This design comes from an exercise in tuning for small area, a short achievable clock period and few clock cycles on the open sky130 flow, not from production work.
Where RTL was checked, it was by simulation tests only, not by an equivalence proof against the original.
Function not checked in runs 1 and 2: the RTL went through the layout flow alone.

`design.v`:
```
module secded_sm_core (
    input  wire        clk,
    input  wire        rst,
    input  wire [5:0]  enc_data,
    output wire [10:0] enc_chan,
    input  wire [10:0] dec_chan,
    output wire [5:0]  dec_data,
    output wire [1:0]  dec_outcome,
    input  wire        exec_valid,
    input  wire [5:0]  exec_word,
    output wire        exec_ready,
    output wire [1:0]  run_state,
    output wire        ovf,
    output wire [2:0]  err_cause,
    output wire [1:0]  top_tag,
    output wire [7:0]  top_data,
    output wire        ann_valid,
    output wire [7:0]  ann_data,
    input  wire        ann_ready
);
    secded_codec u_codec (
        .enc_data    (enc_data),
        .enc_chan    (enc_chan),
        .dec_chan    (dec_chan),
        .dec_data    (dec_data),
        .dec_outcome (dec_outcome)
    );
    stack_machine u_sm (
        .clk        (clk),
        .rst        (rst),
        .exec_valid (exec_valid),
        .exec_word  (exec_word),
        .exec_ready (exec_ready),
        .run_state  (run_state),
        .ovf        (ovf),
        .err_cause  (err_cause),
        .top_tag    (top_tag),
        .top_data   (top_data),
        .ann_valid  (ann_valid),
        .ann_data   (ann_data),
        .ann_ready  (ann_ready)
    );
endmodule
module secded_codec (
    input  wire [5:0]  enc_data,
    output wire [10:0] enc_chan,
    input  wire [10:0] dec_chan,
    output wire [5:0]  dec_data,
    output wire [1:0]  dec_outcome
);
    wire e0 = enc_data[5], e1 = enc_data[4], e2 = enc_data[3];
    wire e3 = enc_data[2], e4 = enc_data[1], e5 = enc_data[0];
    assign enc_chan = {enc_data,
                       e0 ^ e1 ^ e2,
                       e0 ^ e3 ^ e4,
                       e1 ^ e3 ^ e5,
                       e2 ^ e4 ^ e5,
                       ^enc_data};
    wire r0 = dec_chan[10], r1 = dec_chan[9], r2 = dec_chan[8];
    wire r3 = dec_chan[7],  r4 = dec_chan[6], r5 = dec_chan[5];
    wire r6 = dec_chan[4],  r7 = dec_chan[3], r8 = dec_chan[2];
    wire r9 = dec_chan[1],  r10 = dec_chan[0];
    wire s0 = r6 ^ r0 ^ r1 ^ r2;
    wire s1 = r7 ^ r0 ^ r3 ^ r4;
    wire s2 = r8 ^ r1 ^ r3 ^ r5;
    wire s3 = r9 ^ r2 ^ r4 ^ r5;
    wire op = ^dec_chan;
    wire nz  = s0 | s1 | s2 | s3;
    wire w3  = (s0 & s1 & (s2 | s3)) | (s2 & s3 & (s0 | s1));
    assign dec_outcome[0] = op & ~w3;
    assign dec_outcome[1] = op ? w3 : nz;
    assign dec_data[5] = r0 ^ (op &  s0 &  s1 & ~s2 & ~s3);
    assign dec_data[4] = r1 ^ (op &  s0 & ~s1 &  s2 & ~s3);
    assign dec_data[3] = r2 ^ (op &  s0 & ~s1 & ~s2 &  s3);
    assign dec_data[2] = r3 ^ (op & ~s0 &  s1 &  s2 & ~s3);
    assign dec_data[1] = r4 ^ (op & ~s0 &  s1 & ~s2 &  s3);
    assign dec_data[0] = r5 ^ (op & ~s0 & ~s1 &  s2 &  s3);
endmodule
module stack_machine (
    input  wire       clk,
    input  wire       rst,
    input  wire       exec_valid,
    input  wire [5:0] exec_word,
    output wire       exec_ready,
    output wire [1:0] run_state,
    output wire       ovf,
    output wire [2:0] err_cause,
    output wire [1:0] top_tag,
    output wire [7:0] top_data,
    output wire       ann_valid,
    output wire [7:0] ann_data,
    input  wire       ann_ready
);
    localparam [1:0] ST_IDLE    = 2'b00;
    localparam [1:0] ST_RUNNING = 2'b01;
    localparam [1:0] ST_STOPPED = 2'b10;
    localparam [1:0] ST_ERROR   = 2'b11;
    localparam [2:0] E_NONE      = 3'd0;
    localparam [2:0] E_UNDERFLOW = 3'd1;
    localparam [2:0] E_TYPE      = 3'd2;
    localparam [2:0] E_DIVZERO   = 3'd3;
    localparam [2:0] E_CAPACITY  = 3'd5;
    localparam [3:0] OP_STP = 4'h0, OP_DUP = 4'h1, OP_DEL = 4'h2, OP_SWP = 4'h3,
                     OP_ADD = 4'h4, OP_SUB = 4'h5, OP_MUL = 4'h6, OP_DIV = 4'h7,
                     OP_EXP = 4'h8, OP_MOD = 4'h9, OP_SHL = 4'hA, OP_SHR = 4'hB,
                     OP_HEX = 4'hC, OP_IEQ = 4'hD, OP_NOT = 4'hE, OP_XOR = 4'hF;
    localparam [1:0] M_READY = 2'd0;
    localparam [1:0] M_DIV   = 2'd1;
    localparam [1:0] M_EXP   = 2'd2;
    localparam [1:0] M_SPK   = 2'd3;
    reg [1:0] rs;
    reg       ovf_q;
    reg [2:0] cause_q;
    reg [1:0] mode;
    reg [5:0] sp;                 
    reg [8:0] xr, yr;             
    reg [8:0] mem [0:29];         
    reg [7:0] acc;                
    reg       dv_mod;             
    reg       dv_more;            
    reg [4:0] left;               
    reg [7:0] cd;                 
    reg [1:0] cn;                 
    reg       tp;                 
    reg       av;
    reg [7:0] ab;
    wire ready = (mode == M_READY);
    assign exec_ready = ready;
    assign run_state  = rs;
    assign ovf        = ovf_q;
    assign err_cause  = cause_q;
    assign ann_valid  = av;
    assign ann_data   = ab;
    wire [7:0] x = xr[7:0];
    wire [7:0] y = yr[7:0];
    wire x_chr = xr[8];
    wire y_chr = yr[8];
    wire has1 = |sp;
    wire has2 = |sp[5:1];
    wire full = sp[5];
    assign top_tag  = !has1 ? 2'b00 : !x_chr ? 2'b01 : (x == 8'h20) ? 2'b11 : 2'b10;
    assign top_data = has1 ? x : 8'h00;
    wire [8:0] leaf [0:31];
    genvar g;
    generate
        for (g = 0; g < 32; g = g + 1) begin : LEAF
            if (((g + 29) % 32) < 30) begin : V
                assign leaf[g] = mem[(g + 29) % 32];
            end else begin : Z
                assign leaf[g] = 9'd0;
            end
        end
    endgenerate
    wire [8:0] l1 [0:7];
    wire [8:0] l2 [0:1];
    generate
        for (g = 0; g < 8; g = g + 1) begin : L1
            assign l1[g] = sp[1] ? (sp[0] ? leaf[4*g+3] : leaf[4*g+2])
                                 : (sp[0] ? leaf[4*g+1] : leaf[4*g]);
        end
        for (g = 0; g < 2; g = g + 1) begin : L2
            assign l2[g] = sp[3] ? (sp[2] ? l1[4*g+3] : l1[4*g+2])
                                 : (sp[2] ? l1[4*g+1] : l1[4*g]);
        end
    endgenerate
    wire [8:0] rd = sp[4] ? l2[1] : l2[0];
    wire [15:0] prod = y * x;
    wire [8:0]  add_t = {1'b0, y} + {1'b0, x};
    wire [8:0]  sub_t = {1'b0, y} - {1'b0, x};
    wire        big_shift = |x[7:3];
    wire [15:0] shl_t = {8'h00, y} << x[2:0];
    wire [7:0]  shr_t = y >> x[2:0];
    wire p01 = y[0] & y[1], p02 = y[0] & y[2], p03 = y[0] & y[3], p04 = y[0] & y[4];
    wire p05 = y[0] & y[5], p06 = y[0] & y[6], p12 = y[1] & y[2], p13 = y[1] & y[3];
    wire p14 = y[1] & y[4], p15 = y[1] & y[5], p23 = y[2] & y[3], p24 = y[2] & y[4];
    wire [7:0] sq_y = {p06, y[3], p04, y[2], p02, y[1], 1'b0, y[0]}
                    + {p15, p05,  p13, p03,  1'b0, p01, 2'b00}
                    + {p24, p14,  1'b0, p12, 4'b0000}
                    + {1'b0, p23, 6'b000000};
    function is_hex;
        input [8:0] c;
        is_hex = c[8] && (c[7:0] >= 8'h41) && (c[7:0] <= 8'h46);
    endfunction
    wire       exp_zero = !y[0] && big_shift;
    wire [5:0] exp_e    = y[0] ? x[5:0] : {3'b000, x[2:0]};
    wire [7:0] exp_r1   = exp_e[0] ? y : 8'd1;
    wire       exp_done = exp_zero || (exp_e[5:1] == 5'd0);
    reg        exp_ovf;
    always @(*) begin
        if (x == 8'd0 || y[7:1] == 7'd0) exp_ovf = 1'b0;
        else if (y >= 8'd16) exp_ovf = (x >= 8'd2);
        else if (y >= 8'd7)  exp_ovf = (x >= 8'd3);
        else if (y >= 8'd4)  exp_ovf = (x >= 8'd4);
        else if (y == 8'd3)  exp_ovf = (x >= 8'd6);
        else                 exp_ovf = (x >= 8'd8);
    end
    function [8:0] dstage;        
        input [7:0] rem;
        input       b;
        input [7:0] d;
        reg [9:0] diff;
        begin
            diff = {1'b0, rem, b} - {2'b00, d};
            dstage = diff[9] ? {1'b0, rem[6:0], b} : {1'b1, diff[7:0]};
        end
    endfunction
    wire dv_big = |x[7:5];        
    wire dv_mid = |x[7:2];        
    wire [7:0] dv_r0 = ready ? (dv_big ? {3'b000, y[7:3]} : dv_mid ? {6'd0, y[7:6]} : 8'd0) : acc;
    wire [2:0] dv_b  = ready ? (dv_big ? y[2:0] : dv_mid ? y[5:3] : {1'b0, y[7:6]}) : yr[8:6];
    wire [8:0] ds1 = dstage(dv_r0,     dv_b[2], x);
    wire [8:0] ds2 = dstage(ds1[7:0],  dv_b[1], x);
    wire [8:0] ds3 = dstage(ds2[7:0],  dv_b[0], x);
    wire [2:0] dv_q = {ds1[8], ds2[8], ds3[8]};
    wire [7:0] dv_rem = ds3[7:0];
    function [9:0] bcd8;
        input [7:0] v;
        reg [17:0] s;
        integer k;
        begin
            s = {10'd0, v};
            for (k = 0; k < 8; k = k + 1) begin
                if (s[11:8]  >= 4'd5) s[11:8]  = s[11:8]  + 4'd3;
                if (s[15:12] >= 4'd5) s[15:12] = s[15:12] + 4'd3;
                s = s << 1;
            end
            bcd8 = s[17:8];
        end
    endfunction
    wire [9:0] bcd = bcd8(x);
    wire [1:0] dg_h = bcd[9:8];
    wire [3:0] dg_t = bcd[7:4];
    wire [3:0] dg_o = bcd[3:0];
    reg [7:0] fb;
    reg [7:0] fd;
    reg [1:0] fn;
    always @(*) begin
        fd = {dg_t, dg_o};
        if (x_chr) begin
            fb = x; fn = 2'd0;
        end else if (dg_h != 2'd0) begin
            fb = {6'b001100, dg_h}; fn = 2'd2;
        end else if (dg_t != 4'd0) begin
            fb = {4'h3, dg_t}; fn = 2'd1; fd = {dg_o, 4'h0};
        end else begin
            fb = {4'h3, dg_o}; fn = 2'd0;
        end
    end
    wire [5:0] w      = exec_word;
    wire [3:0] opc    = w[3:0];
    wire       is_lit = (w[5:4] == 2'b00);
    wire       is_op  = (w[5:4] == 2'b01);
    wire       is_chr = w[5] && (w[4:0] <= 5'd26);
    wire       is_spk = (w == 6'h3F);
    wire       go     = exec_valid && ready && !rs[1];
    wire two_int = !x_chr && !y_chr;
    reg       fail;
    reg [2:0] fcause;
    always @(*) begin
        fail   = 1'b0;
        fcause = E_UNDERFLOW;
        if (is_lit || is_chr) begin
            if (full) begin fail = 1'b1; fcause = E_CAPACITY; end
        end else if (is_spk) begin
            if (!has1) fail = 1'b1;
            else if (x_chr) begin fail = 1'b1; fcause = E_TYPE; end
            else if ({1'b0, x} >= {2'b00, sp}) fail = 1'b1;
        end else if (is_op) begin
            case (opc)
                OP_STP: ;
                OP_DUP: begin
                    if (!has1) fail = 1'b1;
                    else if (full) begin fail = 1'b1; fcause = E_CAPACITY; end
                end
                OP_DEL: if (!has1) fail = 1'b1;
                OP_SWP: if (!has2) fail = 1'b1;
                OP_NOT: begin
                    if (!has1) fail = 1'b1;
                    else if (x_chr) begin fail = 1'b1; fcause = E_TYPE; end
                end
                OP_HEX: begin
                    if (!has2) fail = 1'b1;
                    else if (!is_hex(xr) || !is_hex(yr)) begin fail = 1'b1; fcause = E_TYPE; end
                end
                default: begin
                    if (!has2) fail = 1'b1;
                    else if (!two_int) begin fail = 1'b1; fcause = E_TYPE; end
                    else if ((opc == OP_DIV || opc == OP_MOD) && x == 8'd0) begin
                        fail = 1'b1; fcause = E_DIVZERO;
                    end
                end
            endcase
        end
    end
    reg [7:0] bin_res;
    reg       bin_ovf;
    always @(*) begin
        bin_res = 8'h00;
        bin_ovf = 1'b0;
        case (opc)
            OP_ADD: begin bin_res = add_t[7:0]; bin_ovf = add_t[8]; end
            OP_SUB: begin bin_res = sub_t[7:0]; bin_ovf = sub_t[8]; end
            OP_MUL: begin bin_res = prod[7:0];  bin_ovf = |prod[15:8]; end
            OP_SHL: begin
                bin_res = big_shift ? 8'h00 : shl_t[7:0];
                bin_ovf = (y != 8'h00) && (big_shift || (shl_t[15:8] != 8'h00));
            end
            OP_SHR: bin_res = big_shift ? 8'h00 : shr_t;
            OP_HEX: bin_res = {y[3:0] + 4'd9, x[3:0] + 4'd9};
            OP_IEQ: bin_res = {7'd0, (x == y)};
            OP_XOR: bin_res = x ^ y;
            OP_EXP: begin bin_res = exp_zero ? 8'h00 : exp_r1; bin_ovf = exp_ovf; end
            OP_DIV: bin_res = {5'd0, dv_q};
            OP_MOD: bin_res = dv_rem;
            default: ;
        endcase
    end
    wire [8:0] push_cell = is_lit ? {5'b00000, w[3:0]} :
                           is_chr ? ((w[4:0] == 5'd26) ? 9'h120 : {4'b1010, 5'd1 + w[4:0]}) :
                           xr;        
    wire can_load  = !av || ann_ready;
    wire load_cd   = (cn != 2'd0) && can_load;
    wire load_term = (cn == 2'd0) && tp && can_load;
    wire load_cell = (mode == M_SPK) && (cn == 2'd0) && !tp && (left != 5'd0) && can_load;
    reg        do_push, do_pop;
    reg [8:0]  x_nx;
    reg        x_we;
    reg [8:0]  y_nx;
    reg        y_we;
    reg        tp_set;
    always @(*) begin
        do_push = 1'b0;
        do_pop  = 1'b0;       
        x_nx    = push_cell;
        x_we    = 1'b0;
        y_nx    = xr;
        y_we    = 1'b0;
        tp_set  = 1'b0;
        case (mode)
            M_READY: if (go && !fail) begin
                if (is_lit || is_chr) do_push = 1'b1;
                else if (is_spk) begin
                    do_pop = 1'b1;
                    if (x == 8'd0 && (!tp || load_term)) tp_set = 1'b1;
                end else if (is_op) begin
                    case (opc)
                        OP_STP: ;
                        OP_DUP: do_push = 1'b1;
                        OP_DEL: do_pop = 1'b1;
                        OP_SWP: begin
                            x_nx = yr; x_we = 1'b1;
                            y_nx = xr; y_we = 1'b1;
                        end
                        OP_NOT: begin x_nx = {1'b0, ~x}; x_we = 1'b1; end
                        OP_DIV, OP_MOD: begin
                            if (dv_big) begin
                                do_pop = 1'b1; x_nx = {1'b0, bin_res}; x_we = 1'b1;
                            end else begin
                                y_nx = dv_mid ? {y[2:0], 3'b000, dv_q} : {y[5:0], dv_q};
                                y_we = 1'b1;
                            end
                        end
                        OP_EXP: begin
                            if (exp_done) begin
                                do_pop = 1'b1; x_nx = {1'b0, bin_res}; x_we = 1'b1;
                            end else begin
                                x_nx = {1'b0, exp_r1}; x_we = 1'b1;
                                y_nx = {1'b0, sq_y};   y_we = 1'b1;
                            end
                        end
                        default: begin
                            do_pop = 1'b1; x_nx = {1'b0, bin_res}; x_we = 1'b1;
                        end
                    endcase
                end
            end
            M_DIV: begin
                if (dv_more) begin
                    y_nx = {yr[5:0], dv_q}; y_we = 1'b1;
                end else begin
                    do_pop = 1'b1; x_we = 1'b1;
                    x_nx = {1'b0, dv_mod ? dv_rem : {yr[4:0], dv_q}};
                end
            end
            M_EXP: begin
                x_nx = {1'b0, acc[0] ? prod[7:0] : x}; x_we = 1'b1;
                if (acc[7:1] == 7'd0) do_pop = 1'b1;
                else begin y_nx = {1'b0, sq_y}; y_we = 1'b1; end
            end
            M_SPK: begin
                if (load_cell) begin
                    do_pop = 1'b1;
                    if (left == 5'd1) tp_set = 1'b1;
                end else if (left == 5'd0 && !tp)
                    tp_set = 1'b1;
            end
        endcase
    end
    integer i;
    always @(posedge clk) begin
        if (do_push) begin
            for (i = 0; i < 30; i = i + 1)
                if (sp[4:0] == i + 2) mem[i] <= yr;
        end
        if (do_push) begin
            xr <= x_nx;
            yr <= xr;
        end else if (do_pop) begin
            xr <= x_we ? x_nx : yr;
            yr <= rd;
        end else begin
            if (x_we) xr <= x_nx;
            if (y_we) yr <= y_nx;
        end
        if (mode == M_READY) begin
            acc    <= (opc == OP_EXP) ? {2'b00, exp_e[5:1]} : dv_rem;
            left   <= x[4:0];
            dv_mod <= opc[3];
            dv_more <= !dv_mid;
        end else if (mode == M_EXP) begin
            acc <= {1'b0, acc[7:1]};
        end else if (mode == M_DIV) begin
            acc <= dv_rem;
            dv_more <= 1'b0;
        end
        if (load_cell)
            left <= left - 5'd1;
        if (load_cell)
            cd <= fd;
        else if (load_cd)
            cd <= {cd[3:0], 4'h0};
        if (load_cd || load_term || load_cell)
            ab <= load_cd ? {4'h3, cd[7:4]} : load_term ? 8'h00 : fb;
    end
    always @(posedge clk) begin
        if (rst) begin
            rs      <= ST_IDLE;
            ovf_q   <= 1'b0;
            cause_q <= E_NONE;
            mode    <= M_READY;
            sp      <= 6'd0;
            cn      <= 2'd0;
            tp      <= 1'b0;
            av      <= 1'b0;
        end else begin
            if (do_push) sp <= sp + 6'd1;
            else if (do_pop) sp <= sp - 6'd1;
            if (load_cd || load_term || load_cell) av <= 1'b1;
            else if (ann_ready) av <= 1'b0;
            tp <= tp_set || (tp && !load_term);
            if (load_cell) cn <= fn;
            else if (load_cd) cn <= cn - 2'd1;
            case (mode)
                M_READY: if (go) begin
                    if (fail) begin
                        rs <= ST_ERROR;
                        cause_q <= fcause;
                    end else begin
                        rs <= (is_op && opc == OP_STP) ? ST_STOPPED : ST_RUNNING;
                        if (is_op) begin
                            case (opc)
                                OP_ADD, OP_SUB, OP_MUL, OP_SHL, OP_SHR, OP_EXP:
                                    ovf_q <= bin_ovf;
                                OP_DIV, OP_MOD: ovf_q <= 1'b0;
                                default: ;
                            endcase
                            if ((opc == OP_DIV || opc == OP_MOD) && !dv_big) mode <= M_DIV;
                            if (opc == OP_EXP && !exp_done) mode <= M_EXP;
                        end
                        if (is_spk && !tp_set) mode <= M_SPK;
                    end
                end
                M_DIV: if (!dv_more) mode <= M_READY;
                M_EXP: if (acc[7:1] == 7'd0) mode <= M_READY;
                M_SPK: if (tp_set) mode <= M_READY;
            endcase
        end
    end
endmodule
```
`run.sh`:
```
#!/bin/bash
# synth_recipe.tcl (not shown) runs the flow's synth.tcl, then flattens the netlist and writes it again
# the make line also repeats each setting of config.mk as NAME=value (left out here)
make -C /OpenROAD-flow-scripts/flow DESIGN_CONFIG=/design/flow/config.mk WORK_HOME=/design/flow/orfs CLKGATE_MAP_FILE= SYNTH_SCRIPT=/design/flow/synth_recipe.tcl finish
```
`config.mk`:
```
export PLATFORM = sky130hd
export DESIGN_NAME = secded_sm_core
export DESIGN_NICKNAME = secded_sm_core
export VERILOG_FILES = /design/flow/design.v
export SDC_FILE = /design/flow/constraint.sdc
export NUM_CORES = 4
export LEC_CHECK = 0
export CAP_MARGIN = 20
export CORE_MARGIN = 2
export CORE_UTILIZATION = 40
export SETUP_SLACK_MARGIN = 4.5
export SLEW_MARGIN = 20
```
`constraint.sdc`:
```
create_clock -name core_clock -period 10.0 [get_ports {clk}]
set_input_delay 2.0000 -clock core_clock [delete_from_list [all_inputs] [get_ports {clk}]]
set_output_delay 2.0000 -clock core_clock [all_outputs]
set_load 0.01 [all_outputs]
```
==> results of run 1 <==
what timing repair did:
item,4_1_cts,5_1_grt
pin swaps,64,49
endpoints found under the setup margin,346,346
gates resized for setup,282,76
setup buffers,102,40
gates cloned,1,0
worst max-delay path by stage:
stage,from,endpoint,slack [ns]
floorplan,u_sm.xr[6],u_sm.xr[7],2.96
detailed placement,u_sm.xr[6],u_sm.xr[7],1.48
CTS,u_sm.xr[6],u_sm.xr[7],3.16
global route,u_sm.mode[0],u_sm.xr[7],2.86
finish,u_sm.xr[7],u_sm.xr[7],3.09
global placement,u_sm.xr[6],u_sm.xr[7],1.67
metrics by stage:
| step | hold WS [ns] | cells | worst slack, ns |
|---|---|---|---|
| after floorplan | 0.4805 | 2085 | 2.964 |
| after global placement | 0.5026 | 2835 | 1.669 |
| after detailed placement | 0.5294 | 2836 | 1.483 |
| after CTS | 0.5428 | 3009 | 3.161 |
| after global routing | 0.5744 | 3049 | 2.863 |
| final | 0.5407 | 3049 | 3.093 |
kinds of logic after synthesis:
group                    after synthesis  share of synthesized area
buffers and inverters                264                    0.04511
AO/OA/AOI/OAI                        519                     0.1570
XOR/XNOR                              81                    0.03114
AND/OR/NAND/NOR                      577                     0.1210
flip-flops                           337                     0.4317
adder cells (fa/ha/maj)              179                     0.1120
multiplexers                         128                     0.1021
worst register-to-register path, delay by kind of cell, from the launching register on:
kind,cells,cell delay [ns]
XOR/XNOR,1,0.15
buffers and inverters,4,0.70
AND/OR/NAND/NOR,5,1.29
adder cells (fa/ha/maj),3,0.81
multiplexers,2,0.56
flip-flops,1,0.46
AO/OA/AOI/OAI,13,2.68
layer usage:
layer,up-vias,GRT usage,part of all wire
li1,8199,-,-
met1,9414,0.3547,0.41
met2,1043,0.3975,0.44
met3,257,0.05838,0.098
met4,0,0.1058,0.048
met5,-,0,0
layout make-up:
cell class | instances | area, sq um
Clock buffer | 47 | 984.7
Multi-Input combinational cell | 1484 | 13290
Tap cell | 756 | 945.9
Inverter | 135 | 541.8
Timing Repair Buffer | 267 | 2679
Sequential cell | 337 | 9947
Clock inverter | 23 | 216.5
Fill cell | 4961 | 28000
cells in the final DEF (no fill, tap or decap), types with 13 or more instances in the layout:
| master | count |
|---|---|
| a21oi_1 | 100 |
| nor3_1 | 18 |
| ha_1 | 120 |
| and2_1 | 39 |
| xnor2_1 | 40 |
| mux4_2 | 83 |
| a22o_1 | 13 |
| edfxtp_1 | 319 |
| o31ai_1 | 13 |
| a31oi_1 | 23 |
| nand3_1 | 40 |
| o211ai_1 | 15 |
| a22oi_1 | 16 |
| fa_1 | 45 |
| inv_1 | 125 |
| and3_1 | 17 |
| a221oi_1 | 15 |
| nor2_4 | 25 |
| clkdlybuf4s50_1 | 47 |
| o21ai_0 | 88 |
| nor2b_1 | 13 |
| o21ai_1 | 15 |
| clkbuf_16 | 39 |
| xor2_1 | 21 |
| buf_12 | 30 |
| nor2_1 | 144 |
| mux2i_1 | 26 |
| nand2_1 | 149 |
| buf_4 | 136 |
| o22ai_1 | 13 |
| buf_6 | 28 |
| a211oi_1 | 14 |
| nand2b_1 | 21 |
| o221ai_1 | 17 |
| dfxtp_1 | 16 |
| a21o_1 | 29 |
state kept, by name (all words and copies together) (netlist names), 3 cells and up:
| register | cells |
|---|---|
| u_sm.left | 5 |
| u_sm.yr | 9 |
| u_sm.acc | 8 |
| u_sm.sp | 6 |
| u_sm.mem | 270 |
| u_sm.cause_q | 3 |
| u_sm.cd | 8 |
| u_sm.xr | 9 |
| u_sm.ab | 8 |
==> notes.md, run 1 <==
Max Freq = 144.8 MHz
Ant diodes = 0
Status = finished clean
CTS Buf Count = 38
Critical path arrival = 7.21 ns
Hold-fix buffer count after cts = 0
Initial core utilization = 0.4067
Cells on Worst Hold Path = 2
Layout net count = 2469
Max-slew headroom = 0.2898
TritonCTS clock tree = yes
Total gr overflow = 0
Main synth FF type = edfxtp_1
RSZ-0062 raised after global routing = yes
Max-cap violations = 0
Layout cells sized above 1 = 0.2447
Crit path capture type = flop
Clock latency at the later pin of the worst-skew pair = 0.57 ns
IO buf count = 71
Ys Warns = 2
IO Pins = 72
Clk pin slew, worst setup/hold paths = 0.06 ns
Area share of the largest cell type after synthesis = 0.4161
Vias per inst = 6.203
Worst Skew = 0.03547 ns
Distinct cell type count after synthesis = 102
WHS Endpoint = u_sm.rs[1]
Initial antenna violation count = 0
Drt pass-1 iters = 7
Util after Layout = 0.5053
Core area = 56600 sq um
Cell taking the most area after synthesis = edfxtp_1
EDFF count, synth = 319
Overall routing resource usage = 0.2590
Min-delay src = u_sm.rs[1]
Number of global-route vias before repair = 18620
Largest stage delay, worst path = 0.49 ns
Area Overhead vs Synth = 24.24%
WP depth = 28
Total Routed Length = 78180 microns
Tcrit/Tclk final = 0.6907
Minimum clock period = 6.907 ns
Die area = 59490 sq um
DRT iter0 DRCs = 2267
Area after DPL = 24700 sq um
Ys async rst share = 0
Floorplan die width = 243.9 microns
Post-Syn Area = 23020 sq um
Slew Viols, Final = 0
Register area share after synthesis = 0.4317
Most common cell in the synthesized netlist = edfxtp_1
Routed via count = 18910
Gpl congestion = 0.9868
H-tree Lvls = 2
Critical Setup Path Class = flop to flop
Largest net degree at the start of global routing = 58
Chip height = 243.9 microns
Reg-to-reg setup timing slack = 3.09 ns
Top post-synthesis cells by area = edfxtp_1 (42%), mux4_2 (8.1%), ha_1 (7.3%)
Worst Path Max Fanout = 11
Startpoint types = flop
Final Hold Fails = 0
Total negative setup slack = 0 ns
Clk root buf = clkbuf_16
Max Buffers Root-to-Sink = 3
Reg2reg end = u_sm.xr[7]
Crit path buf inv count = 4
WL/cell = 25.64 microns
First-pass GRT wire length = 116800 microns
Worst path top cell family by delay = compound AO/OA/AOI/OAI gates
Setup Viol. Count Final = 0
Syn_nets = 2291
DRT antenna net count = 0
Cell at the slowest stage of the critical path = or4_4
Worst Max-Slew Pin Slew = 1.054 ns
Synth Register Bits = 337
Finished Cell Area = 28600 sq um
Worst Path Required = 10.31 ns
Syn_area_per_cell = 11.04 sq um
Residual DRC = 0
Cell count after synthesis = 2085
Worst R2R Path Depth = 28
Hold WC Path Type = flop to flop
Top cells by count, synth = edfxtp_1 (319), nor2_1 (176), nand2_1 (153)
Clock Sinks = 337
DP Wirelength = 51290 microns
# rows = 87
Worst R2R Start = u_sm.xr[7]
==> run 2: changes to the inputs <==
--- a/design.v
+++ b/design.v
@@ -119,3 +119,3 @@
     reg       dv_mod;             
-    reg       dv_more;            
+    reg [2:0] dv_cnt;             
     reg [4:0] left;               
@@ -140,2 +140,4 @@
     wire full = sp[5];
+    wire [5:0] sp_inc = sp + 6'd1;
+    wire [5:0] sp_dec = sp - 6'd1;
     assign top_tag  = !has1 ? 2'b00 : !x_chr ? 2'b01 : (x == 8'h20) ? 2'b11 : 2'b10;
@@ -196,22 +198,39 @@
     end
-    function [8:0] dstage;        
-        input [7:0] rem;
-        input       b;
-        input [7:0] d;
-        reg [9:0] diff;
-        begin
-            diff = {1'b0, rem, b} - {2'b00, d};
-            dstage = diff[9] ? {1'b0, rem[6:0], b} : {1'b1, diff[7:0]};
+    wire [7:0] ym = y | {1'b0, y[7:1]} | {2'b0, y[7:2]} | {3'b0, y[7:3]} |
+                    {4'b0, y[7:4]} | {5'b0, y[7:5]} | {6'b0, y[7:6]} | {7'b0, y[7]};
+    wire [7:0] fits;
+    generate
+        for (g = 0; g < 8; g = g + 1) begin : FIT
+            wire [15:0] xs = {8'd0, x} << g;
+            assign fits[g] = (xs[15:8] == 8'd0) && ((xs[7:0] & ~ym) == 8'd0);
         end
+    endgenerate
+    reg [2:0] dv_k;
+    always @(*) begin
+        casez (fits[7:1])
+            7'b1??????: dv_k = 3'd7;
+            7'b01?????: dv_k = 3'd6;
+            7'b001????: dv_k = 3'd5;
+            7'b0001???: dv_k = 3'd4;
+            7'b00001??: dv_k = 3'd3;
+            7'b000001?: dv_k = 3'd2;
+            7'b0000001: dv_k = 3'd1;
+            default:    dv_k = 3'd0;
+        endcase
+    end
+    wire [7:0] dv_d0 = x << dv_k;
+    wire [7:0] dv_d  = ready ? dv_d0 : acc;
+    wire [8:0] dv_df = {1'b0, y} - {1'b0, dv_d};
+    wire       dv_ge = !dv_df[8];
+    wire [7:0] dv_rem = dv_ge ? dv_df[7:0] : y;
+    wire [7:0] dv_quo = {x[6:0], dv_ge};      
+    function [3:0] add3;
+        input [3:0] a;
+        case (a)
+            4'd5: add3 = 4'd8;  4'd6: add3 = 4'd9;  4'd7: add3 = 4'd10;
+            4'd8: add3 = 4'd11; 4'd9: add3 = 4'd12;
+            default: add3 = a;
+        endcase
     endfunction
-    wire dv_big = |x[7:5];        
-    wire dv_mid = |x[7:2];        
-    wire [7:0] dv_r0 = ready ? (dv_big ? {3'b000, y[7:3]} : dv_mid ? {6'd0, y[7:6]} : 8'd0) : acc;
-    wire [2:0] dv_b  = ready ? (dv_big ? y[2:0] : dv_mid ? y[5:3] : {1'b0, y[7:6]}) : yr[8:6];
-    wire [8:0] ds1 = dstage(dv_r0,     dv_b[2], x);
-    wire [8:0] ds2 = dstage(ds1[7:0],  dv_b[1], x);
-    wire [8:0] ds3 = dstage(ds2[7:0],  dv_b[0], x);
-    wire [2:0] dv_q = {ds1[8], ds2[8], ds3[8]};
-    wire [7:0] dv_rem = ds3[7:0];
-    function [9:0] bcd8;
+    function [9:0] bcd8;          
         input [7:0] v;
@@ -222,4 +241,4 @@
             for (k = 0; k < 8; k = k + 1) begin
-                if (s[11:8]  >= 4'd5) s[11:8]  = s[11:8]  + 4'd3;
-                if (s[15:12] >= 4'd5) s[15:12] = s[15:12] + 4'd3;
+                s[11:8]  = add3(s[11:8]);
+                s[15:12] = add3(s[15:12]);
                 s = s << 1;
@@ -312,3 +331,3 @@
             OP_EXP: begin bin_res = exp_zero ? 8'h00 : exp_r1; bin_ovf = exp_ovf; end
-            OP_DIV: bin_res = {5'd0, dv_q};
+            OP_DIV: bin_res = {7'd0, dv_ge};
             OP_MOD: bin_res = dv_rem;
@@ -355,7 +374,7 @@
                         OP_DIV, OP_MOD: begin
-                            if (dv_big) begin
+                            if (dv_k == 3'd0) begin
                                 do_pop = 1'b1; x_nx = {1'b0, bin_res}; x_we = 1'b1;
                             end else begin
-                                y_nx = dv_mid ? {y[2:0], 3'b000, dv_q} : {y[5:0], dv_q};
-                                y_we = 1'b1;
+                                x_nx = {8'd0, dv_ge};  x_we = 1'b1;
+                                y_nx = {1'b0, dv_rem}; y_we = 1'b1;
                             end
@@ -377,7 +396,8 @@
             M_DIV: begin
-                if (dv_more) begin
-                    y_nx = {yr[5:0], dv_q}; y_we = 1'b1;
+                if (dv_cnt != 3'd0) begin
+                    x_nx = {1'b0, dv_quo}; x_we = 1'b1;
+                    y_nx = {1'b0, dv_rem}; y_we = 1'b1;
                 end else begin
                     do_pop = 1'b1; x_we = 1'b1;
-                    x_nx = {1'b0, dv_mod ? dv_rem : {yr[4:0], dv_q}};
+                    x_nx = {1'b0, dv_mod ? dv_rem : dv_quo};
                 end
@@ -415,6 +435,6 @@
         if (mode == M_READY) begin
-            acc    <= (opc == OP_EXP) ? {2'b00, exp_e[5:1]} : dv_rem;
+            acc    <= (opc == OP_EXP) ? {2'b00, exp_e[5:1]} : {1'b0, dv_d0[7:1]};
             left   <= x[4:0];
             dv_mod <= opc[3];
-            dv_more <= !dv_mid;
+            dv_cnt <= dv_k - 3'd1;
         end else if (mode == M_EXP) begin
@@ -422,4 +442,4 @@
         end else if (mode == M_DIV) begin
-            acc <= dv_rem;
-            dv_more <= 1'b0;
+            acc <= {1'b0, acc[7:1]};
+            dv_cnt <= dv_cnt - 3'd1;
         end
@@ -445,4 +465,4 @@
         end else begin
-            if (do_push) sp <= sp + 6'd1;
-            else if (do_pop) sp <= sp - 6'd1;
+            if (do_push) sp <= sp_inc;
+            else if (do_pop) sp <= sp_dec;
             if (load_cd || load_term || load_cell) av <= 1'b1;
@@ -466,3 +486,3 @@
                             endcase
-                            if ((opc == OP_DIV || opc == OP_MOD) && !dv_big) mode <= M_DIV;
+                            if ((opc == OP_DIV || opc == OP_MOD) && dv_k != 3'd0) mode <= M_DIV;
                             if (opc == OP_EXP && !exp_done) mode <= M_EXP;
@@ -472,3 +492,3 @@
                 end
-                M_DIV: if (!dv_more) mode <= M_READY;
+                M_DIV: if (dv_cnt == 3'd0) mode <= M_READY;
                 M_EXP: if (acc[7:1] == 7'd0) mode <= M_READY;
--- a/config.mk
+++ b/config.mk
@@ -9,3 +9,3 @@
 export CORE_MARGIN = 2
-export CORE_UTILIZATION = 40
+export CORE_UTILIZATION = 60
 export SETUP_SLACK_MARGIN = 4.5
==> notes.md, run 2 <==
Total negative setup slack = 0 ns
Max Buffers Root-to-Sink = 3
TritonCTS clock tree = yes
Crit path capture type = output pin
Number of global-route vias before repair = 17890
Area Overhead vs Synth = 15.51%
Max-cap violations = 0
Area after DPL = 23380 sq um
Slew Viols, Final = 0
Worst Skew = 0.02885 ns
Syn_nets = 2172
Final Hold Fails = 0
Setup Viol. Count Final = 0
Minimum clock period = 5.740 ns
Tcrit/Tclk final = 0.5740
RSZ-0062 raised after global routing = yes
Worst Path Max Fanout = 3
Hold WC Path Type = flop to flop
WL/cell = 29.84 microns
Clock latency at the later pin of the worst-skew pair = 0.56 ns
Max Freq = 174.2 MHz
Ys async rst share = 0
Min-delay src = u_sm.cause_q[0]
DP Wirelength = 48310 microns
Drt pass-1 iters = 8
Top post-synthesis cells by area = edfxtp_1 (43%), mux4_2 (8.8%), ha_1 (5.8%)
Cell taking the most area after synthesis = edfxtp_1
Vias per inst = 7.138
Initial antenna violation count = 3
Largest register by flop count = u_sm.mem
Post-Syn Area = 22380 sq um
IO buf count = 71
# fillers = 2645
WHS Endpoint = u_sm.cause_q[0]
Layout cells sized above 1 = 0.1970
Cell at the slowest stage of the critical path = nor4_4
First-pass GRT wire length = 112900 microns
Main synth FF type = edfxtp_1
Reg-to-reg setup timing slack = 4.49 ns
Area share of the largest cell type after synthesis = 0.4294
Overall routing resource usage = 0.3917
EDFF count, synth = 320
Worst R2R Start = u_sm.yr[3]
Routed via count = 18300
Layout net count = 2245
Total gr overflow = 0
Worst R2R Path Depth = 19
Largest stage delay, worst path = 0.27 ns
Chip height = 197.1 microns
Ant diodes = 0
Most common cell after layout, fill and taps aside = edfxtp_1
Largest net degree at the start of global routing = 56
Residual DRC = 0
Critical Setup Path Class = input pin to output pin
Total Routed Length = 76500 microns
Die area = 38860 sq um
Cell count after synthesis = 1998
CTS Buf Count = 35
Util after Layout = 0.7044
Clk pin slew, worst setup/hold paths = 0.06 ns
Synth Register Bits = 338
DRT antenna net count = 0
DRT iter0 DRCs = 2404
Clock Sinks = 338
Floorplan die width = 197.1 microns
Core area = 36700 sq um
Register area share after synthesis = 0.4455
Crit path buf inv count = 3
Syn_area_per_cell = 11.20 sq um
Max reg flops = 270
Status = finished clean
Largest regs = u_sm.mem x270, u_sm.xr x9, u_sm.yr x9
H-tree Lvls = 2
Commonest cells after routing, fill and taps aside = edfxtp_1 (320), nor2_1 (160), nand2_1 (117)
# rows = 70
Distinct cell type count after synthesis = 95
Most common cell in the synthesized netlist = edfxtp_1
IO Pins = 72
Worst Path Required = 8.00 ns
Cells on Worst Hold Path = 2
Reg2reg end = u_sm.xr[2]
Worst path top cell family by delay = XOR/XNOR gates
Max-slew headroom = 0.1965
Most frequent CP cell = xnor2_2
Crit-path cells = buf_6, xnor2_4, xor2_2, xnor2_2, xnor2_2, buf_4, nand2_4, nor4_4, xor2_1, buf_2
Gpl congestion = 1.003
Critical path arrival = 3.74 ns
Ys Warns = 2
Startpoint types = input pin
Finished Cell Area = 25850 sq um
Initial core utilization = 0.6098
Clk root buf = clkbuf_16
Top cells by count, synth = edfxtp_1 (320), nor2_1 (180), nand2_1 (120)
Worst Max-Slew Pin Slew = 1.196 ns
## run 2: cell count changes in the layout (fill, tap and decap cells not counted), sizes merged, moves of 11 or more
cell   delta
buf      -87
nand2    -34
ha       -30
inv      -28
a21oi    -22
a21o     -18
nor3     +15
o21ai    -14
nor2b    +11
## run 2: what timing repair did
action	in CTS	in global routing
hold buffers	0	0
gates cloned	0	4
pin swaps	26	31
setup endpoints to repair	321	308
setup buffers	32	36
resized for setup	195	94
## run 2: layer usage
metal | vias up | part of all wire | GRT usage
li1 | 7774 | - | -
met1 | 8919 | 0.37 | 0.5077
met2 | 1288 | 0.46 | 0.6134
met3 | 320 | 0.10 | 0.07444
met4 | 2 | 0.067 | 0.2451
met5 | - | 0.00014 | 0
## run 2: kinds of logic after synthesis
logic type      after synthesis  synth area share
simple gates                567            0.1227
buf+inv                     253           0.04456
fa+ha+maj                   147           0.09661
mux                         126            0.1056
flops                       338            0.4455
compound gates              501            0.1593
xor+xnor                     66           0.02583
## run 2: layout make-up
class	count	area [sq um]	area share
Clock buffer	41	919.6	0.03557
Clock inverter	21	140.1	0.005421
Inverter	109	435.4	0.01684
Multi-Input combinational cell	1407	12090	0.4675
Sequential cell	338	9975	0.3858
Tap cell	468	585.6	0.02265
Timing Repair Buffer	180	1709	0.06612
## run 2: worst register-to-register path, cell delays in order, from the launching register on
cell and delay, ns:
edfxtp_1 0.43, buf_4 0.19, or4b_2 0.67, a21oi_4 0.20, o32ai_4 0.14, nor3_4 0.24
a211oi_4 0.07, buf_4 0.19, mux2i_1 0.18, o211ai_1 0.29, o22ai_2 0.12, ha_2 0.24
or3_4 0.40, or2_2 0.33, o22a_4 0.25, mux2_2 0.31, a2111oi_2 0.43, o221ai_1 0.15
a21boi_0 0.28, o31ai_1 0.12
## run 2: worst max-delay path by stage
stage            startpoint           to  slack, ns  depth (start not counted)
2_1_floorplan   dec_chan[2]  dec_data[2]       4.50                          7
5_1_grt         dec_chan[3]  dec_data[2]       4.19                         10
6_report        dec_chan[7]  dec_data[2]       4.26                         10
3_5_place_dp   exec_word[2]   u_sm.sp[5]       2.89                         17
3_3_place_gp   exec_word[2]   u_sm.sp[5]       3.05                         17
4_1_cts         dec_chan[5]  dec_data[2]       4.43                         10
## run 2: per-stage QoR
stage	cells	hold WS (ns)	worst slack [ns]
3_3_place_gp	2430	0.4506	3.049
2_1_floorplan	1998	0.4805	4.505
5_1_grt	2564	0.4949	4.189
3_5_place_dp	2430	0.4503	2.893
4_1_cts	2524	0.4631	4.435
6_report	2564	0.4742	4.260
==> run 3: changes to the inputs <==
--- a/design.v
+++ b/design.v
@@ -118,7 +118,4 @@
     reg [7:0] acc;                
-    reg       dv_mod;             
-    reg [2:0] dv_cnt;             
     reg [4:0] left;               
-    reg [7:0] cd;                 
-    reg [1:0] cn;                 
+    reg [1:0] dp;                 
     reg       tp;                 
@@ -140,30 +137,7 @@
     wire full = sp[5];
-    wire [5:0] sp_inc = sp + 6'd1;
-    wire [5:0] sp_dec = sp - 6'd1;
     assign top_tag  = !has1 ? 2'b00 : !x_chr ? 2'b01 : (x == 8'h20) ? 2'b11 : 2'b10;
     assign top_data = has1 ? x : 8'h00;
-    wire [8:0] leaf [0:31];
-    genvar g;
-    generate
-        for (g = 0; g < 32; g = g + 1) begin : LEAF
-            if (((g + 29) % 32) < 30) begin : V
-                assign leaf[g] = mem[(g + 29) % 32];
-            end else begin : Z
-                assign leaf[g] = 9'd0;
-            end
-        end
-    endgenerate
-    wire [8:0] l1 [0:7];
-    wire [8:0] l2 [0:1];
-    generate
-        for (g = 0; g < 8; g = g + 1) begin : L1
-            assign l1[g] = sp[1] ? (sp[0] ? leaf[4*g+3] : leaf[4*g+2])
-                                 : (sp[0] ? leaf[4*g+1] : leaf[4*g]);
-        end
-        for (g = 0; g < 2; g = g + 1) begin : L2
-            assign l2[g] = sp[3] ? (sp[2] ? l1[4*g+3] : l1[4*g+2])
-                                 : (sp[2] ? l1[4*g+1] : l1[4*g]);
-        end
-    endgenerate
-    wire [8:0] rd = sp[4] ? l2[1] : l2[0];
+    wire [4:0] widx = sp[4:0] - 5'd2;
+    wire [4:0] ridx = sp[4:0] - 5'd3;
+    wire [8:0] rd   = mem[ridx];
     wire [15:0] prod = y * x;
@@ -174,9 +148,4 @@
     wire [7:0]  shr_t = y >> x[2:0];
-    wire p01 = y[0] & y[1], p02 = y[0] & y[2], p03 = y[0] & y[3], p04 = y[0] & y[4];
-    wire p05 = y[0] & y[5], p06 = y[0] & y[6], p12 = y[1] & y[2], p13 = y[1] & y[3];
-    wire p14 = y[1] & y[4], p15 = y[1] & y[5], p23 = y[2] & y[3], p24 = y[2] & y[4];
-    wire [7:0] sq_y = {p06, y[3], p04, y[2], p02, y[1], 1'b0, y[0]}
-                    + {p15, p05,  p13, p03,  1'b0, p01, 2'b00}
-                    + {p24, p14,  1'b0, p12, 4'b0000}
-                    + {1'b0, p23, 6'b000000};
+    wire [7:0] sq_y;
+    assign sq_y = y * y;
     function is_hex;
@@ -198,70 +167,45 @@
     end
-    wire [7:0] ym = y | {1'b0, y[7:1]} | {2'b0, y[7:2]} | {3'b0, y[7:3]} |
-                    {4'b0, y[7:4]} | {5'b0, y[7:5]} | {6'b0, y[7:6]} | {7'b0, y[7]};
-    wire [7:0] fits;
-    generate
-        for (g = 0; g < 8; g = g + 1) begin : FIT
-            wire [15:0] xs = {8'd0, x} << g;
-            assign fits[g] = (xs[15:8] == 8'd0) && ((xs[7:0] & ~ym) == 8'd0);
-        end
-    endgenerate
-    reg [2:0] dv_k;
-    always @(*) begin
-        casez (fits[7:1])
-            7'b1??????: dv_k = 3'd7;
-            7'b01?????: dv_k = 3'd6;
-            7'b001????: dv_k = 3'd5;
-            7'b0001???: dv_k = 3'd4;
-            7'b00001??: dv_k = 3'd3;
-            7'b000001?: dv_k = 3'd2;
-            7'b0000001: dv_k = 3'd1;
-            default:    dv_k = 3'd0;
-        endcase
-    end
-    wire [7:0] dv_d0 = x << dv_k;
-    wire [7:0] dv_d  = ready ? dv_d0 : acc;
-    wire [8:0] dv_df = {1'b0, y} - {1'b0, dv_d};
-    wire       dv_ge = !dv_df[8];
-    wire [7:0] dv_rem = dv_ge ? dv_df[7:0] : y;
-    wire [7:0] dv_quo = {x[6:0], dv_ge};      
-    function [3:0] add3;
-        input [3:0] a;
-        case (a)
-            4'd5: add3 = 4'd8;  4'd6: add3 = 4'd9;  4'd7: add3 = 4'd10;
-            4'd8: add3 = 4'd11; 4'd9: add3 = 4'd12;
-            default: add3 = a;
-        endcase
-    endfunction
-    function [9:0] bcd8;          
-        input [7:0] v;
-        reg [17:0] s;
-        integer k;
+    function [8:0] dstage;        
+        input [7:0] rem;
+        input       b;
+        input [7:0] d;
+        reg [9:0] diff;
         begin
-            s = {10'd0, v};
-            for (k = 0; k < 8; k = k + 1) begin
-                s[11:8]  = add3(s[11:8]);
-                s[15:12] = add3(s[15:12]);
-                s = s << 1;
-            end
-            bcd8 = s[17:8];
+            diff = {1'b0, rem, b} - {2'b00, d};
+            dstage = diff[9] ? {1'b0, rem[6:0], b} : {1'b1, diff[7:0]};
         end
     endfunction
-    wire [9:0] bcd = bcd8(x);
-    wire [1:0] dg_h = bcd[9:8];
-    wire [3:0] dg_t = bcd[7:4];
-    wire [3:0] dg_o = bcd[3:0];
-    reg [7:0] fb;
-    reg [7:0] fd;
-    reg [1:0] fn;
+    wire [8:0] da1 = dstage(8'd0, y[7], x);
+    wire [8:0] da2 = dstage({7'd0, da1[0]},   y[6], x);
+    wire [8:0] da3 = dstage({6'd0, da2[1:0]}, y[5], x);
+    wire [8:0] da4 = dstage({5'd0, da3[2:0]}, y[4], x);
+    wire [8:0] da5 = dstage({4'd0, da4[3:0]}, y[3], x);
+    wire [4:0] dq_hi = {da1[8], da2[8], da3[8], da4[8], da5[8]};
+    wire [8:0] db6 = dstage(acc,       yr[7], x);
+    wire [8:0] db7 = dstage(db6[7:0],  yr[6], x);
+    wire [8:0] db8 = dstage(db7[7:0],  yr[5], x);
+    wire [7:0] div_res = yr[8] ? db8[7:0] : {yr[4:0], db6[8], db7[8], db8[8]};
+    wire [1:0] dg_h = (x >= 8'd200) ? 2'd2 : (x >= 8'd100) ? 2'd1 : 2'd0;
+    wire [6:0] dg_r = x - (dg_h == 2'd2 ? 8'd200 : dg_h == 2'd1 ? 8'd100 : 8'd0);
+    wire [3:0] dg_t = dg_r / 7'd10;
+    wire [3:0] dg_o = dg_r % 7'd10;
+    reg [7:0] spk_byte;
+    reg       spk_last;       
+    reg [1:0] spk_dp;
     always @(*) begin
-        fd = {dg_t, dg_o};
-        if (x_chr) begin
-            fb = x; fn = 2'd0;
-        end else if (dg_h != 2'd0) begin
-            fb = {6'b001100, dg_h}; fn = 2'd2;
-        end else if (dg_t != 4'd0) begin
-            fb = {4'h3, dg_t}; fn = 2'd1; fd = {dg_o, 4'h0};
-        end else begin
-            fb = {4'h3, dg_o}; fn = 2'd0;
-        end
+        spk_byte = 8'h00;
+        spk_last = 1'b1;
+        spk_dp   = 2'd0;
+        case (dp)
+            2'd1: begin spk_byte = {4'h3, dg_t}; spk_last = 1'b0; spk_dp = 2'd2; end
+            2'd2: begin spk_byte = {4'h3, dg_o}; end
+            default: begin
+                if (x_chr) spk_byte = x;
+                else if (dg_h != 2'd0) begin
+                    spk_byte = {6'b001100, dg_h}; spk_last = 1'b0; spk_dp = 2'd1;
+                end else if (dg_t != 4'd0) begin
+                    spk_byte = {4'h3, dg_t}; spk_last = 1'b0; spk_dp = 2'd2;
+                end else spk_byte = {4'h3, dg_o};
+            end
+        endcase
     end
@@ -331,4 +275,2 @@
             OP_EXP: begin bin_res = exp_zero ? 8'h00 : exp_r1; bin_ovf = exp_ovf; end
-            OP_DIV: bin_res = {7'd0, dv_ge};
-            OP_MOD: bin_res = dv_rem;
             default: ;
@@ -340,5 +282,4 @@
     wire can_load  = !av || ann_ready;
-    wire load_cd   = (cn != 2'd0) && can_load;
-    wire load_term = (cn == 2'd0) && tp && can_load;
-    wire load_cell = (mode == M_SPK) && (cn == 2'd0) && !tp && (left != 5'd0) && can_load;
+    wire load_term = tp && can_load;
+    wire load_dig  = (mode == M_SPK) && !tp && (left != 5'd0) && can_load;
     reg        do_push, do_pop;
@@ -374,8 +315,3 @@
                         OP_DIV, OP_MOD: begin
-                            if (dv_k == 3'd0) begin
-                                do_pop = 1'b1; x_nx = {1'b0, bin_res}; x_we = 1'b1;
-                            end else begin
-                                x_nx = {8'd0, dv_ge};  x_we = 1'b1;
-                                y_nx = {1'b0, dv_rem}; y_we = 1'b1;
-                            end
+                            y_nx = {opc[3], y[2:0], dq_hi}; y_we = 1'b1;
                         end
@@ -396,9 +332,3 @@
             M_DIV: begin
-                if (dv_cnt != 3'd0) begin
-                    x_nx = {1'b0, dv_quo}; x_we = 1'b1;
-                    y_nx = {1'b0, dv_rem}; y_we = 1'b1;
-                end else begin
-                    do_pop = 1'b1; x_we = 1'b1;
-                    x_nx = {1'b0, dv_mod ? dv_rem : dv_quo};
-                end
+                do_pop = 1'b1; x_nx = {1'b0, div_res}; x_we = 1'b1;
             end
@@ -410,6 +340,6 @@
             M_SPK: begin
-                if (load_cell) begin
+                if (load_dig && spk_last) begin
                     do_pop = 1'b1;
                     if (left == 5'd1) tp_set = 1'b1;
-                end else if (left == 5'd0 && !tp)
+                end else if (left == 5'd0 && (!tp || load_term))
                     tp_set = 1'b1;
@@ -422,3 +352,3 @@
             for (i = 0; i < 30; i = i + 1)
-                if (sp[4:0] == i + 2) mem[i] <= yr;
+                if (widx == i) mem[i] <= yr;
         end
@@ -435,20 +365,11 @@
         if (mode == M_READY) begin
-            acc    <= (opc == OP_EXP) ? {2'b00, exp_e[5:1]} : {1'b0, dv_d0[7:1]};
-            left   <= x[4:0];
-            dv_mod <= opc[3];
-            dv_cnt <= dv_k - 3'd1;
+            acc <= (opc == OP_EXP) ? {2'b00, exp_e[5:1]} : {3'b000, da5[4:0]};
+            left <= x[4:0];
         end else if (mode == M_EXP) begin
             acc <= {1'b0, acc[7:1]};
-        end else if (mode == M_DIV) begin
-            acc <= {1'b0, acc[7:1]};
-            dv_cnt <= dv_cnt - 3'd1;
         end
-        if (load_cell)
+        if (mode == M_SPK && load_dig && spk_last)
             left <= left - 5'd1;
-        if (load_cell)
-            cd <= fd;
-        else if (load_cd)
-            cd <= {cd[3:0], 4'h0};
-        if (load_cd || load_term || load_cell)
-            ab <= load_cd ? {4'h3, cd[7:4]} : load_term ? 8'h00 : fb;
+        if (load_term || load_dig)
+            ab <= load_term ? 8'h00 : spk_byte;
     end
@@ -461,3 +382,3 @@
             sp      <= 6'd0;
-            cn      <= 2'd0;
+            dp      <= 2'd0;
             tp      <= 1'b0;
@@ -465,9 +386,8 @@
         end else begin
-            if (do_push) sp <= sp_inc;
-            else if (do_pop) sp <= sp_dec;
-            if (load_cd || load_term || load_cell) av <= 1'b1;
+            if (do_push) sp <= sp + 6'd1;
+            else if (do_pop) sp <= sp - 6'd1;
+            if (load_term || load_dig) av <= 1'b1;
             else if (ann_ready) av <= 1'b0;
             tp <= tp_set || (tp && !load_term);
-            if (load_cell) cn <= fn;
-            else if (load_cd) cn <= cn - 2'd1;
+            if (load_dig) dp <= spk_last ? 2'd0 : spk_dp;
             case (mode)
@@ -486,3 +406,3 @@
                             endcase
-                            if ((opc == OP_DIV || opc == OP_MOD) && dv_k != 3'd0) mode <= M_DIV;
+                            if (opc == OP_DIV || opc == OP_MOD) mode <= M_DIV;
                             if (opc == OP_EXP && !exp_done) mode <= M_EXP;
@@ -492,3 +412,3 @@
                 end
-                M_DIV: if (dv_cnt == 3'd0) mode <= M_READY;
+                M_DIV: mode <= M_READY;
                 M_EXP: if (acc[7:1] == 7'd0) mode <= M_READY;
--- a/config.mk
+++ b/config.mk
@@ -9,4 +9,3 @@
 export CORE_MARGIN = 2
-export CORE_UTILIZATION = 60
-export SETUP_SLACK_MARGIN = 4.5
+export CORE_UTILIZATION = 40
 export SLEW_MARGIN = 20
==> notes.md, run 3 <==
Total Routed Length = 76820 microns
DP Wirelength = 54450 microns
Initial antenna violation count = 0
Util after Layout = 0.4542
Cell at the slowest stage of the critical path = edfxtp_1
Worst Max-Slew Pin Slew = 1.162 ns
Synth Register Bits = 324
Ys Warns = 2
Commonest cells after routing, fill and taps aside = edfxtp_1 (306), nor2_1 (211), nand2_1 (159)
Floorplan die width = 238.8 microns
Largest stage delay, worst path = 0.77 ns
Residual DRC = 0
Overall routing resource usage = 0.2687
Number of global-route vias before repair = 17880
# rows = 86
Worst Skew = 0.01913 ns
Area Overhead vs Synth = 12.83%
Pre-CTS setup slack = 1.482 ns
Max Buffers Root-to-Sink = 3
Quantity of gates resized following cts = 0
H-tree Lvls = 2
Layout net count = 2423
Max Freq = 119.1 MHz
Syn_area_per_cell = 10.34 sq um
Dpl cells = 2862
Clock latency at the later pin of the worst-skew pair = 0.57 ns
Clk root buf = clkbuf_16
Total gr overflow = 0
Register area share after synthesis = 0.4332
Total negative setup slack = 0 ns
Slew Viols, Final = 0
Routed via count = 18380
DRT iter0 DRCs = 1867
Cell count after synthesis = 2133
Worst Path Required = 10.30 ns
Area after DPL = 23660 sq um
IO Pins = 72
Die area = 57010 sq um
RSZ-0062 raised after global routing = no
Max reg flops = 270
Vias per inst = 6.279
Ys async rst share = 0
Drt pass-1 iters = 6
Clock Sinks = 324
Most frequent CP cell = a21oi_1
Hold WC Path Type = flop to flop
EDFF count, synth = 306
Syn_nets = 2360
Max-slew headroom = 0.2224
Worst Path Max Fanout = 19
Setup Viol. Count Final = 0
First-pass GRT wire length = 115000 microns
Critical path arrival = 8.70 ns
DRT antenna net count = 0
Largest net degree at the start of global routing = 46
IO buf count = 71
Max-cap violations = 0
Largest register by flop count = u_sm.mem
Chip height = 238.8 microns
Post-Syn Area = 22040 sq um
Crit path capture type = flop
Critical Setup Path Class = flop to flop
Hold_ws = 0.4952 ns
Initial core utilization = 0.4025
Core area = 54770 sq um
Final worst setup slack = 1.606 ns
Hold-fix buffer count after cts = 0
Startpoint types = flop
Ant diodes = 0
CTS Buf Count = 36
Setup bufs post-CTS = 0
Area share of the largest cell type after synthesis = 0.4168
Layout cells sized above 1 = 0.07962
Minimum clock period = 8.394 ns
Most common cell in the synthesized netlist = edfxtp_1
Final Hold Fails = 0
Status = finished clean
Gpl congestion = 0.9969
Clk pin slew, worst setup/hold paths = 0.06 ns
Non-Filler Instances = 2927
Largest regs = u_sm.mem x270, u_sm.xr x9, u_sm.yr x9
Distinct cell type count after synthesis = 95
Finished Cell Area = 24870 sq um
Top cells by count, synth = edfxtp_1 (306), nor2_1 (212), nand2_1 (159)
Top post-synthesis cells by area = edfxtp_1 (42%), ha_1 (8.2%), fa_1 (5.1%)
WL/cell = 26.25 microns
Main synth FF type = edfxtp_1
TritonCTS clock tree = yes
Most common cell after layout, fill and taps aside = edfxtp_1
Reg-to-reg setup timing slack = 1.61 ns
Tcrit/Tclk final = 0.8394
Cell taking the most area after synthesis = edfxtp_1
==> run 3: routing by layer <==
metal | part of all wire | up-vias | routed length, microns | track usage
li1 | - | 8159 | - | -
met1 | 0.41 | 9157 | 31450 | 0.3627
met2 | 0.47 | 908 | 36270 | 0.4380
met3 | 0.083 | 154 | 6373 | 0.04088
met4 | 0.035 | 0 | 2727 | 0.09886
met5 | 0 | - | 0 | 0
==> run 3: critical path, delay by kind of cell (launching register included) <==
family / cells / cell delay, ns
multiplexers: 2 / 0.66
AND/OR/NAND/NOR: 10 / 3.49
AO/OA/AOI/OAI: 10 / 1.37
flip-flops: 1 / 0.77
buffers and inverters: 1 / 0.07
adder cells (fa/ha/maj): 4 / 1.77
==> run 3: layout make-up <==
cell class / count / area (sq um)
Fill cell: 5147 / 29900
Multi-Input combinational cell: 1572 / 11610
Sequential cell: 324 / 9549
Timing Repair Buffer: 126 / 1124
Clock buffer: 49 / 969.7
Tap cell: 704 / 880.8
Inverter: 136 / 510.5
Clock inverter: 16 / 232.7
==> run 3: path summary, 6_finish.rpt <==
kind | endpoint | cells past startpoint | startpoint
max | u_sm.acc[2] | 27 | u_sm.xr[6]
min | u_sm.cause_q[0] | 2 | u_sm.cause_q[0]
max reg2reg | u_sm.acc[2] | 27 | u_sm.xr[6]
min reg2reg | u_sm.cause_q[0] | 2 | u_sm.cause_q[0]
==> run 3: kinds of logic after synthesis <==
group                    Yosys count  synth area share
AND/OR/NAND/NOR                  635            0.1385
AO/OA/AOI/OAI                    590            0.1874
flip-flops                       324            0.4332
buffers and inverters            237           0.04314
adder cells (fa/ha/maj)          200            0.1326
XOR/XNOR                          88           0.03559
multiplexers                      59           0.02968
Testbench counts of run 3, summed over its fixed seeds: cycles 21,203.

port drivers added, routing unchanged:
The flow's constraints put no driver on any port. The routed layouts listed below were extracted and timed again, unchanged, in two steps. Step 1 sets driving cells, clkbuf_16 on the clock port and buf_2 on the other inputs (assumed; they add their load-dependent delay and slew). Step 2 adds t to the input delays and takes it off the output delays; t is the mean of the earliest and latest rising clock arrival at the registers after step 1. Input paths then give back, and output paths get back, about the clock's delay inside the block. a / b / c = no drivers / after step 1 / after step 2; a / b = the first two.
run | shift t [ns] | slack for setup (ns) | hold WS [ns] | worst register clock-pin slew, ns | worst slew at a driven data input, ns
run 1 | 0.610 | 3.093 / 3.093 / 3.093 | 0.541 / 0.541 / 0.541 | 0.06 / 0.06 | 0.08
run 2 | 0.605 | 4.260 / 4.221 / 4.054 | 0.474 / 0.474 / 0.474 | 0.07 / 0.07 | 0.08
run 3 | 0.620 | 1.606 / 1.606 / 1.520 | 0.495 / 0.495 / 0.495 | 0.06 / 0.06 | 0.06
After both steps setup and hold are still met in every run listed. The setup slack of run 2, which loses most, moves by -0.039 ns with the drivers and by -0.206 ns with both steps.
